Background: an optimization exercise with open tools, aiming at small area and a short achievable clock period. Do not read the settings as production practice.
The RTL was checked by simulation tests, not by an equivalence proof against the original design.
No activity file was given, so power comes from the tool's default toggle rates.

`flow/design.v`:
```
module dse_debounce #(
    parameter W = 9
) (
    input  wire         clk,
    input  wire         rst,
    input  wire         fine,
    input  wire         pin_n,      
    output wire         done,
    output wire [W-1:0] dur
);
    reg [W-1:0] held;
    assign done = fine & pin_n & (|held);
    assign dur  = held;
    always @(posedge clk) begin
        if (rst)
            held <= {W{1'b0}};
        else if (fine)
            held <= pin_n ? {W{1'b0}} : ((&held) ? held : held + 1'b1);
    end
endmodule
module dse_mac (
    input  wire signed [20:0] x,
    input  wire signed [16:0] y,
    input  wire signed [38:0] z,
    output wire signed [38:0] p
);
    assign p = x * y + z;
endmodule
module dse_square (
    input  wire signed [16:0] d,
    output wire        [31:0] s
);
    wire        sg = d[16];
    wire [15:0] e  = d[15:0] ^ {16{sg}};
    reg  [31:0] acc;
    integer i;
    always @(*) begin
        acc = sg ? {15'd0, e, 1'b1} : 32'd0;
        for (i = 0; i < 16; i = i + 1)
            acc = acc + (e[i] ? ({16'd0, e} >> (i + 1) << (2 * i + 2)) | (32'd1 << (2 * i))
                              : 32'd0);
    end
    assign s = acc;
endmodule
module dse_var1 (
    input  wire signed [33:0] a,
    input  wire        [7:0]  b,
    input  wire signed [15:0] t2,
    output wire signed [23:0] u
);
    wire signed [8:0]  bs = {1'b0, b};
    wire signed [33:0] v  = a + bs * t2;
    assign u = v[33:10];
endmodule
module dse_core (
    input  wire        clk,
    input  wire        rst,             
    input  wire        fine,            
    input  wire        coarse,          
    input  wire        sec,             
    input  wire        btnA_n,          
    input  wire        btnB_n,          
    input  wire        srst,            
    input  wire        bus_evt,         
    input  wire        bus_nack,
    input  wire        bus_data_ready,  
    input  wire        bus_stop,        
    input  wire [7:0]  bus_rdata,
    output wire [1:0]  mode_o,
    output wire        disp_req,
    output wire [4:0]  hours_o,
    output wire [5:0]  minutes_o,
    output wire [5:0]  seconds_o,
    output wire [15:0] avg_temp,
    output wire        avg_valid,
    output wire        sensor_fault,
    output wire [3:0]  sensor_state,
    output wire        cmd_valid,
    output wire [2:0]  cmd_kind,
    output wire [6:0]  cmd_addr,
    output wire [7:0]  cmd_data
);
    localparam [6:0]   SLAVE_ADDR      = 7'h76;
    localparam [7:0]   REG_CALIB       = 8'h88;
    localparam [7:0]   REG_CTRL_MEAS   = 8'hF4;
    localparam [7:0]   CTRL_MEAS_VALUE = 8'h21;
    localparam [7:0]   REG_STATUS      = 8'hF3;
    localparam [7:0]   REG_TEMP        = 8'hFA;
    localparam integer IDLE_TIMEOUT    = 300;
    localparam [1:0] M_TEMP = 2'd0, M_CLOCK = 2'd1, M_EHOUR = 2'd2, M_EMIN = 2'd3;
    localparam [3:0] PS_READ_CAL   = 4'd0,
                     PS_WRITE_CAL  = 4'd1,
                     PS_CFG_DONE   = 4'd2,
                     PS_STAT_CFG   = 4'd3,
                     PS_STATUS     = 4'd4,
                     PS_WAIT_MEAS  = 4'd5,
                     PS_START_READ = 4'd6,
                     PS_READING    = 4'd7,
                     PS_ERROR      = 4'd8;
    localparam [2:0] K_SEND_SINGLE = 3'b000,
                     K_SEND_START  = 3'b001,
                     K_SEND_FINISH = 3'b011,
                     K_RECV_SINGLE = 3'b100,
                     K_RECV_START  = 3'b101,
                     K_RECV_CONT   = 3'b110,
                     K_RECV_FINISH = 3'b111;
    wire       doneA, doneB;
    wire [8:0] durA;
    wire [5:0] durB;
    dse_debounce #(.W(9)) u_dbA (
        .clk(clk), .rst(rst), .fine(fine), .pin_n(btnA_n), .done(doneA), .dur(durA));
    dse_debounce #(.W(6)) u_dbB (
        .clk(clk), .rst(rst), .fine(fine), .pin_n(btnB_n), .done(doneB), .dur(durB));
    reg [1:0] mode;
    reg [8:0] idle_cnt;
    wire durA_1_50    = (durA <= 9'd50);      
    wire durA_1_90    = (durA <= 9'd90);
    wire durA_100_300 = (durA >= 9'd100) && (durA <= 9'd300);
    always @(posedge clk) begin
        if (rst) begin
            mode     <= M_TEMP;
            idle_cnt <= 9'd0;
        end else if (fine) begin
            if (mode == M_CLOCK) begin
                if (idle_cnt == IDLE_TIMEOUT - 1) begin
                    mode     <= M_TEMP;
                    idle_cnt <= 9'd0;
                end else begin
                    idle_cnt <= idle_cnt + 9'd1;
                end
            end else if (doneA) begin
                case (mode)
                    M_TEMP: begin
                        if (durA_1_90)         mode <= M_CLOCK;
                        else if (durA_100_300) mode <= M_EHOUR;
                    end
                    M_EHOUR: if (durA_1_50) mode <= M_EMIN;
                    M_EMIN:  if (durA_1_50) mode <= M_TEMP;
                    default: ;
                endcase
            end
        end
    end
    reg [4:0] hh;
    reg [5:0] mm, ss;
    reg [4:0] hh1;
    reg [5:0] mm1, ss1;
    always @(*) begin
        hh1 = hh; mm1 = mm; ss1 = ss;
        if (sec) begin
            if (ss == 6'd59) begin
                ss1 = 6'd0;
                if (mm == 6'd59) begin
                    mm1 = 6'd0;
                    hh1 = (hh == 5'd23) ? 5'd0 : hh + 5'd1;
                end else begin
                    mm1 = mm + 6'd1;
                end
            end else begin
                ss1 = ss + 6'd1;
            end
        end
    end
    wire inc_b = doneB && (durB <= 6'd50);    
    always @(posedge clk) begin
        if (rst) begin
            hh <= 5'd0;
            mm <= 6'd0;
            ss <= 6'd0;
        end else begin
            hh <= hh1;
            mm <= mm1;
            ss <= ss1;
            if (inc_b && mode == M_EHOUR)
                hh <= (hh1 == 5'd23) ? 5'd0 : hh1 + 5'd1;
            if (inc_b && mode == M_EMIN)
                mm <= (mm1 == 6'd59) ? 6'd0 : mm1 + 6'd1;
        end
    end
    reg  [3:0]  ps;
    reg  [2:0]  byte_idx;
    reg         burst;         
    reg  [7:0]  raw_msb;
    reg  [15:0] cal_t1;
    reg  [15:0] cal_t2;
    reg  [15:0] cal_t3;
    reg         cal_valid;
    reg         cmd_v;
    reg  [2:0]  cmd_k;
    reg  [7:0]  cmd_d;
    wire ps_waiting = (ps == PS_WRITE_CAL) || (ps == PS_STAT_CFG) || (ps == PS_STATUS) ||
                      (ps == PS_WAIT_MEAS) || (ps == PS_START_READ) || (ps == PS_READING);
    wire ps_idle    = (ps == PS_READ_CAL) || (ps == PS_CFG_DONE);
    wire ev_srst   = srst;
    wire ev_nack   = !srst && bus_evt && bus_nack && (ps != PS_ERROR);
    wire ev_bus    = !srst && bus_evt && !bus_nack && ps_waiting;
    wire ev_coarse = coarse && ps_idle;    
    wire status_ready = bus_rdata[0];
    wire sample_valid = ev_bus && (ps == PS_READING) && byte_idx[0];
    always @(posedge clk) begin
        if (rst) begin
            ps        <= PS_READ_CAL;
            byte_idx  <= 3'd0;
            burst     <= 1'b0;
            cal_valid <= 1'b0;
            cmd_v     <= 1'b0;
            cmd_k     <= 3'd0;
            cmd_d     <= 8'd0;
        end else begin
            cmd_v <= 1'b0;
            cmd_k <= 3'd0;
            cmd_d <= 8'd0;
            if (ev_srst) begin
                ps       <= cal_valid ? PS_CFG_DONE : PS_READ_CAL;
                byte_idx <= 3'd0;
                burst    <= 1'b0;
            end else if (ev_nack) begin
                ps <= PS_ERROR;
            end else if (ev_bus) begin
                case (ps)
                    PS_WRITE_CAL: begin
                        if (!burst) begin
                            cmd_v <= 1'b1; cmd_k <= K_RECV_START;
                            burst <= 1'b1;
                        end else begin
                            case (byte_idx)
                                3'd0: cal_t1[7:0]  <= bus_rdata;
                                3'd1: cal_t1[15:8] <= bus_rdata;
                                3'd2: cal_t2[7:0]  <= bus_rdata;
                                3'd3: cal_t2[15:8] <= bus_rdata;
                                3'd4: cal_t3[7:0]  <= bus_rdata;
                                default: cal_t3[15:8] <= bus_rdata;
                            endcase
                            if (byte_idx == 3'd5) begin
                                cal_valid <= 1'b1;
                                ps        <= PS_CFG_DONE;
                                byte_idx  <= 3'd0;
                                burst     <= 1'b0;
                            end else begin
                                byte_idx <= byte_idx + 3'd1;
                                cmd_v <= 1'b1;
                                cmd_k <= (byte_idx == 3'd4) ? K_RECV_FINISH : K_RECV_CONT;
                            end
                        end
                    end
                    PS_STAT_CFG: begin
                        cmd_v <= 1'b1; cmd_k <= K_SEND_FINISH; cmd_d <= CTRL_MEAS_VALUE;
                        ps <= PS_STATUS;
                    end
                    PS_STATUS: begin
                        cmd_v <= 1'b1; cmd_k <= K_SEND_SINGLE; cmd_d <= REG_STATUS;
                        ps <= PS_WAIT_MEAS;
                        burst <= 1'b0;
                    end
                    PS_WAIT_MEAS: begin
                        if (!burst) begin
                            cmd_v <= 1'b1; cmd_k <= K_RECV_SINGLE;
                            burst <= 1'b1;
                        end else if (status_ready) begin
                            cmd_v <= 1'b1; cmd_k <= K_SEND_SINGLE; cmd_d <= REG_TEMP;
                            ps <= PS_START_READ;
                            burst <= 1'b0;
                        end else begin
                            cmd_v <= 1'b1; cmd_k <= K_SEND_SINGLE; cmd_d <= REG_STATUS;
                            burst <= 1'b0;
                        end
                    end
                    PS_START_READ: begin
                        cmd_v <= 1'b1; cmd_k <= K_RECV_START;
                        ps <= PS_READING;
                        byte_idx <= 3'd0;
                        burst    <= 1'b1;
                    end
                    PS_READING: begin
                        if (!byte_idx[0]) begin
                            raw_msb <= bus_rdata;
                            cmd_v <= 1'b1; cmd_k <= K_RECV_FINISH;
                            byte_idx <= 3'd1;
                        end else begin
                            ps       <= PS_CFG_DONE;
                            byte_idx <= 3'd0;
                            burst    <= 1'b0;
                        end
                    end
                    default: ;
                endcase
            end else if (ev_coarse) begin
                if (ps == PS_READ_CAL) begin
                    cmd_v <= 1'b1; cmd_k <= K_SEND_SINGLE; cmd_d <= REG_CALIB;
                    ps <= PS_WRITE_CAL;
                end else begin
                    cmd_v <= 1'b1; cmd_k <= K_SEND_START; cmd_d <= REG_CTRL_MEAS;
                    ps <= PS_STAT_CFG;
                end
                byte_idx <= 3'd0;
                burst    <= 1'b0;
            end
        end
    end
    reg signed [33:0] a_q;         
    reg signed [24:0] w_q;         
    reg               pend;        
    reg               pub;         
    reg        [3:0]  count;
    reg signed [15:0] q;
    reg        [3:0]  r;
    reg        [15:0] avg_hold;
    reg               avg_v;
    wire ph1 = byte_idx[0];        
    wire [7:0]         d_hi = ph1 ? raw_msb   : bus_rdata;
    wire [7:0]         d_lo = ph1 ? bus_rdata : 8'd0;
    wire signed [16:0] d_u  = {1'b0, d_hi, d_lo};
    wire signed [16:0] d_t1 = {1'b0, cal_t1};
    wire signed [16:0] dgen = d_u - d_t1;
    wire [31:0] sq;
    dse_square u_sq (.d(dgen), .s(sq));
    wire signed [23:0] u_c;
    dse_var1 u_v1 (.a(a_q), .b(bus_rdata), .t2(cal_t2), .u(u_c));
    wire signed [20:0] m_dd = {1'b0, sq[31:12]};
    wire signed [15:0] m_t2 = cal_t2;
    wire signed [15:0] m_t3 = cal_t3;
    wire signed [37:0] m_u  = {u_c, 14'd0};
    wire signed [34:0] m_q  = {q, 19'd0};
    wire signed [20:0] mx = ph1 ? m_dd : dgen;
    wire signed [16:0] my = ph1 ? m_t3 : m_t2;
    wire signed [38:0] mz = ph1 ? m_u : m_q;
    wire signed [38:0] mp;
    dse_mac u_mac (.x(mx), .y(my), .z(mz), .p(mp));
    wire signed [24:0] tfq  = w_q;
    wire signed [15:0] aq   = w_q[24:9];           
    wire        [8:0]  tb   = w_q[8:0];            
    wire        [11:0] t5   = {tb, 2'b00} + tb + 12'd128;
    wire        [3:0]  h    = t5[11:8];            
    wire        [4:0]  g    = r + h;
    wire               e0   = (g >= 5'd10);
    wire        [3:0]  rn   = e0 ? g - 5'd10 : g[3:0];
    wire signed [15:0] fq   = aq + e0;             
    wire signed [15:0] avg_u = fq + ((fq < 0) && (rn != 4'd0));
    wire signed [24:0] q512 = {q, 9'd0};
    wire               c_lo = (tfq < q512 - 25'sd204825);
    wire               c_hi = (tfq > q512 + 25'sd435225);
    wire signed [15:0] q_lo = q - 16'sd400;
    wire signed [15:0] q_hi = q + 16'sd850;
    wire signed [15:0] avg_lo = q_lo + ((q_lo < 0) && (r != 4'd0));
    wire signed [15:0] avg_hi = q_hi + ((q_hi < 0) && (r != 4'd0));
    wire        [15:0] avg_c = c_lo ? avg_lo : c_hi ? avg_hi : avg_u;
    always @(posedge clk) begin
        if (ev_bus && ps == PS_READING && !byte_idx[0])
            a_q <= mp[33:0];
        if (sample_valid)
            w_q <= mp[38:14];
    end
    always @(posedge clk) begin
        if (rst) begin
            pend     <= 1'b0;
            pub      <= 1'b0;
            count    <= 4'd0;
            q        <= 16'sd0;
            r        <= 4'd0;
            avg_hold <= 16'd0;
            avg_v    <= 1'b0;
        end else begin
            pend <= sample_valid;
            if (sample_valid) begin
                pub  <= (count == 4'd9);
                if (count == 4'd9) begin
                    avg_v <= 1'b1;
                    count <= 4'd0;
                end else begin
                    count <= count + 4'd1;
                end
            end
            if (pend) begin
                if (pub) begin
                    q        <= 16'sd0;
                    r        <= 4'd0;
                    avg_hold <= avg_c;
                end else begin
                    q <= c_lo ? q_lo : c_hi ? q_hi : fq;
                    r <= (c_lo || c_hi) ? r : rn;
                end
            end
        end
    end
    assign mode_o       = mode;
    assign disp_req     = (mode != M_TEMP);
    assign hours_o      = hh;
    assign minutes_o    = mm;
    assign seconds_o    = ss;
    assign avg_temp     = (pend && pub) ? avg_c : avg_hold;
    assign avg_valid    = avg_v;
    assign sensor_fault = (ps == PS_ERROR);
    assign sensor_state = ps;
    assign cmd_valid    = cmd_v;
    assign cmd_kind     = cmd_k;
    assign cmd_addr     = cmd_v ? SLAVE_ADDR : 7'd0;
    assign cmd_data     = cmd_d;
endmodule
```
`flow/run.sh`:
```
#!/bin/bash
# synth_recipe.tcl (not shown) runs the flow's synth.tcl, then flattens the netlist and writes it again
# the make line also repeats each setting of config.mk as NAME=value (left out here)
make -C /OpenROAD-flow-scripts/flow DESIGN_CONFIG=/design/flow/config.mk WORK_HOME=/design/flow/orfs CLKGATE_MAP_FILE= SYNTH_SCRIPT=/design/flow/synth_recipe.tcl finish
```
`flow/config.mk`:
```
export PLATFORM = sky130hd
export DESIGN_NAME = dse_core
export DESIGN_NICKNAME = dse_core
export VERILOG_FILES = /design/flow/design.v
export SDC_FILE = /design/flow/constraint.sdc
export NUM_CORES = 4
export LEC_CHECK = 0
export CAP_MARGIN = 20
export CORE_MARGIN = 2
export CORE_UTILIZATION = 40
export SLEW_MARGIN = 20
```
`flow/constraint.sdc`:
```
create_clock -name core_clock -period 45.0 [get_ports {clk}]
set_input_delay 9.0000 -clock core_clock [delete_from_list [all_inputs] [get_ports {clk}]]
set_output_delay 9.0000 -clock core_clock [all_outputs]
set_load 0.01 [all_outputs]
```
==> impl_metrics.py <==
metrics = {
    "outcome": {
        "outcome": "finished clean",
    },
    "setup_path": {
        "cp_common_cell": "fa_1",
        "crit_path_max_fanout": 27,
        "crit_path_end_kind": "flip-flop",
        "critPathArrivalTime_ns": 25.94,
        "worstSetupStartpointType": "input port",
        "required_ns": 45.41,
        "path_buf_inv": 8,
        "path_delay_family": "adder cells",
        "critPathKind": "in -> reg",
        "critPathMaxStageDelay_ns": 0.77,
        "cp_slowest_cell": "o31ai_1",
    },
    "final_layout": {
        "finalNetCount": 5423,
        "area_growth_pct": 7.77,
        "layout_common_cells": "743 x inv_1, 563 x fa_1, 392 x nor2_1, 390 x ha_1, 363 x nand2_1",
        "final_common_cell": "inv_1",
        "diodes": 0,
        "layout-drive-gt1-share_pct": 4.92,
        "design_area_mm2": 0.0424,
    },
    "drt": {
        "firstDrtPassIters": 5,
        "drtIter0Drc": 2636,
        "drc": 0,
        "final_antenna_net_count": 0,
        "vias_per_cell": 5.46,
        "vias": 31430,
        "wl_per_cell_um": 19.3,
        "drt_wl_total_um": 111000,
    },
    "die": {
        "io_pins": 81,
        "die_y_um": 318,
        "fp-row-count": 115,
        "die_area_mm2": 0.101,
        "die_w_um": 318,
        "start_util_pct": 40.2,
        "coreArea_mm2": 0.0980,
    },
    "cts": {
        "clk_pin_slew_ns": 0.06,
        "postCtsSetupRepairBufs": 0,
        "clockBufferDepth": 3,
        "numCtsBuffers": 28,
        "cts-root-buf": "clkbuf_16",
        "cts_resized": 0,
        "cts.sinks": 221,
        "tritoncts": "built",
        "cts_hold_buf": 0,
        "clock_latency_ns": 0.60,
        "htree_levels": 1,
    },
    "pwr": {
        "p_clk_share_pct": 8.5,
        "p_int_mw": 1.30,
        "p_total_mw": 2.65,
        "vdd_drop_max_mv": 0.0983,
        "sw_frac_of_total_pct": 51.0,
        "p_per_area_mw_per_mm2": 62.4,
        "combinationalPowerShare_pct": 78.6,
        "leakagePower_nw": 19.6,
        "power_frac_seq_pct": 12.9,
        "switchingPower_mw": 1.35,
    },
    "place": {
        "placed_area_mm2": 0.0415,
        "hpwlAfterDp_um": 89500,
        "io_buffers": 76,
        "gp_congestion": 0.924,
    },
    "global_route": {
        "grt_pass1_vias": 32123,
        "gr-total-overflow": 0,
        "grt_first_pass_wirelength_um": 182000,
        "grt_usage_pct": 22.6,
        "antenna_found_initial": 2,
        "grt_max_degree": 76,
    },
    "sta": {
        "fin_skew_ns": 0.0237,
        "period_share_pct": 56.7,
        "maxSlewHeadroom_pct": 21.5,
        "hold_viol": 0,
        "rsz0062_at_grt": "false",
        "min_period_ns": 25.53,
        "max_freq_ghz": 0.0392,
        "setup_violations": 0,
        "finalHoldWorstSlack_ns": 0.480,
        "finalSetupTns_ns": 0,
        "worst_pin_slew_ns": 1.17,
        "final-max-slew-violation-count": 0,
    },
    "synthesis": {
        "synth_area_leaders": "fa_1 29%, ha_1 12%, edfxtp_1 8.8%",
        "netlist_instances": 4455,
        "syn_area_mm2": 0.0394,
        "ys_types": 104,
        "synth_edf_count": 115,
        "synth_top_area_share_pct": 28.6,
        "synth-warning-count": 4,
        "synth_ff_type": "edfxtp_1",
        "ys_seq_area_share_pct": 14.2,
        "ys_seq_elements": 221,
        "synth_area_per_cell_um2": 8.83,
        "async_flop_share_pct": 0,
        "synth_top_cell_by_area": "fa_1",
    },
    "job": {
        "cap_violations": 0,
    },
    "worst_hold_path": {
        "hp-class": "reg -> reg",
    },
}
## logic make-up after synthesis
group | after synthesis | share of synthesized area [%]
buffers and inverters | 921 | 9.00
and+or+nand+nor | 1349 | 16.6
DFF | 221 | 14.2
adders and majority gates | 953 | 41.0
other | 1 | 0.00953
xor gates and xnor gates | 228 | 5.11
muxes | 52 | 1.39
AOI/OAI and AO/OA | 730 | 12.7
## cell usage after synthesis (all sizes together) (10+ instances only)
cell type    n
nor3        79
a31oi       31
nor3b       11
a22oi       10
or2         39
ha         390
a21o        64
a211oi      45
o31ai       16
a311oi      18
and4        10
dfxtp      106
mux2i       31
xor2        66
inv        745
a221oi      11
nand2      364
or3         30
o21ai      117
o211ai      21
and3        24
a21oi      193
a31o        10
and2       112
o22ai       16
nand3       76
nand3b      14
o21a        30
clkbuf     122
nor4        30
nor2b       48
nand2b      45
nor2       393
xnor2      162
o32ai       20
fa         563
o21bai      23
nand4       54
edfxtp     115
a211o       10
mux2        21
buf         51
## through the flow
stage | utilization [%] | setup slack, ns | instances
floorplan | - | 22.04 | 4456
global placement | 42.4 | 19.06 | 5707
detailed placement | 42.4 | 19.04 | 5707
CTS | 43.3 | 19.58 | 5758
global route | 43.3 | 18.70 | 5758
finish | 43.3 | 19.47 | 5758
## worst min-delay path, cell delays in order (launching register included)
cell and delay, ns:
dfxtp_1 0.31, inv_1 0.05, o22ai_1 0.07
## power groups by stage
stage          combinational, mW  sequential [mW]  clock (mW)
2_1_floorplan               1.53            0.345           0
5_1_grt                     2.36            0.341       0.240
4_1_cts                     2.08            0.341       0.232
3_5_place_dp                2.06            0.345           0
3_3_place_gp                2.04            0.345           0
6_report                    2.08            0.341       0.225
## path summary, 6_finish.rpt
path | startpoint | end | slack, ns | cells after the start
setup reg to reg | byte_idx[0]$_SDFFE_PP0P_ | a_q[31]$_DFFE_PP_ | 27.68 | 48
hold reg to reg | cal_valid$_SDFFE_PP0P_ | cal_valid$_SDFFE_PP0P_ | 0.48 | 2
setup / recovery | bus_rdata[0] | a_q[31]$_DFFE_PP_ | 19.47 | 52
hold / removal | cal_valid$_SDFFE_PP0P_ | cal_valid$_SDFFE_PP0P_ | 0.48 | 2
## cell type report
type | count | area (um2)
sequential | 221 | 5580
timing repair buffer | 137 | 1210
tap | 1287 | 1610
fill | 9753 | 55600
inverter | 748 | 2810
clock buffer | 31 | 712
clock inverter | 20 | 194
multi-input combinational | 3314 | 30300
## registers in the layout, indices dropped and copies added (netlist names), 3 cells and up
signal	flops
mm	6
cmd_d	7
idle_cnt	9
cal_t2	16
byte_idx	3
cal_t1	16
u_dbA.held	9
q	16
u_dbB.held	6
r	4
a_q	34
raw_msb	8
w_q	25
ps	4
cal_t3	16
hh	5
cmd_k	3
ss	6
count	4
avg_hold	16
## layer usage
layer  global-route usage, %  wire length, um
met4                    7.07             3810
met2                    35.4            49400
met5                       0                0
met1                    32.4            50400
met3                    2.78             7480

afterwards: timing with drivers on the ports:
The flow's constraints put no driver on any port. The routed layout listed below was extracted and timed again, unchanged, in two steps.
Step 1 sets driving cells, clkbuf_16 on the clock port and buf_2 on the other inputs (assumed; they add their load-dependent delay and slew).
Step 2, shift: input delay + t, output delay - t, t = (earliest + latest rising clock arrival at the registers) / 2. This alone moves slack from input paths to output paths.
Slacks: ideal / step 1 / step 2; pairs: ideal / step 1.
t (ns): 0.655
setup WS [ns]: 19.474 / 19.509 / 18.854
latest minus earliest clock arrival (ns): 0.024 / 0.024
slew at the worst register clock pin (ns): 0.08 / 0.08
pins driven straight from the clock port: 1
After both steps this run still meets setup and hold. For this run, drivers alone change the setup slack by +0.035 ns; drivers and shift together by -0.620 ns.
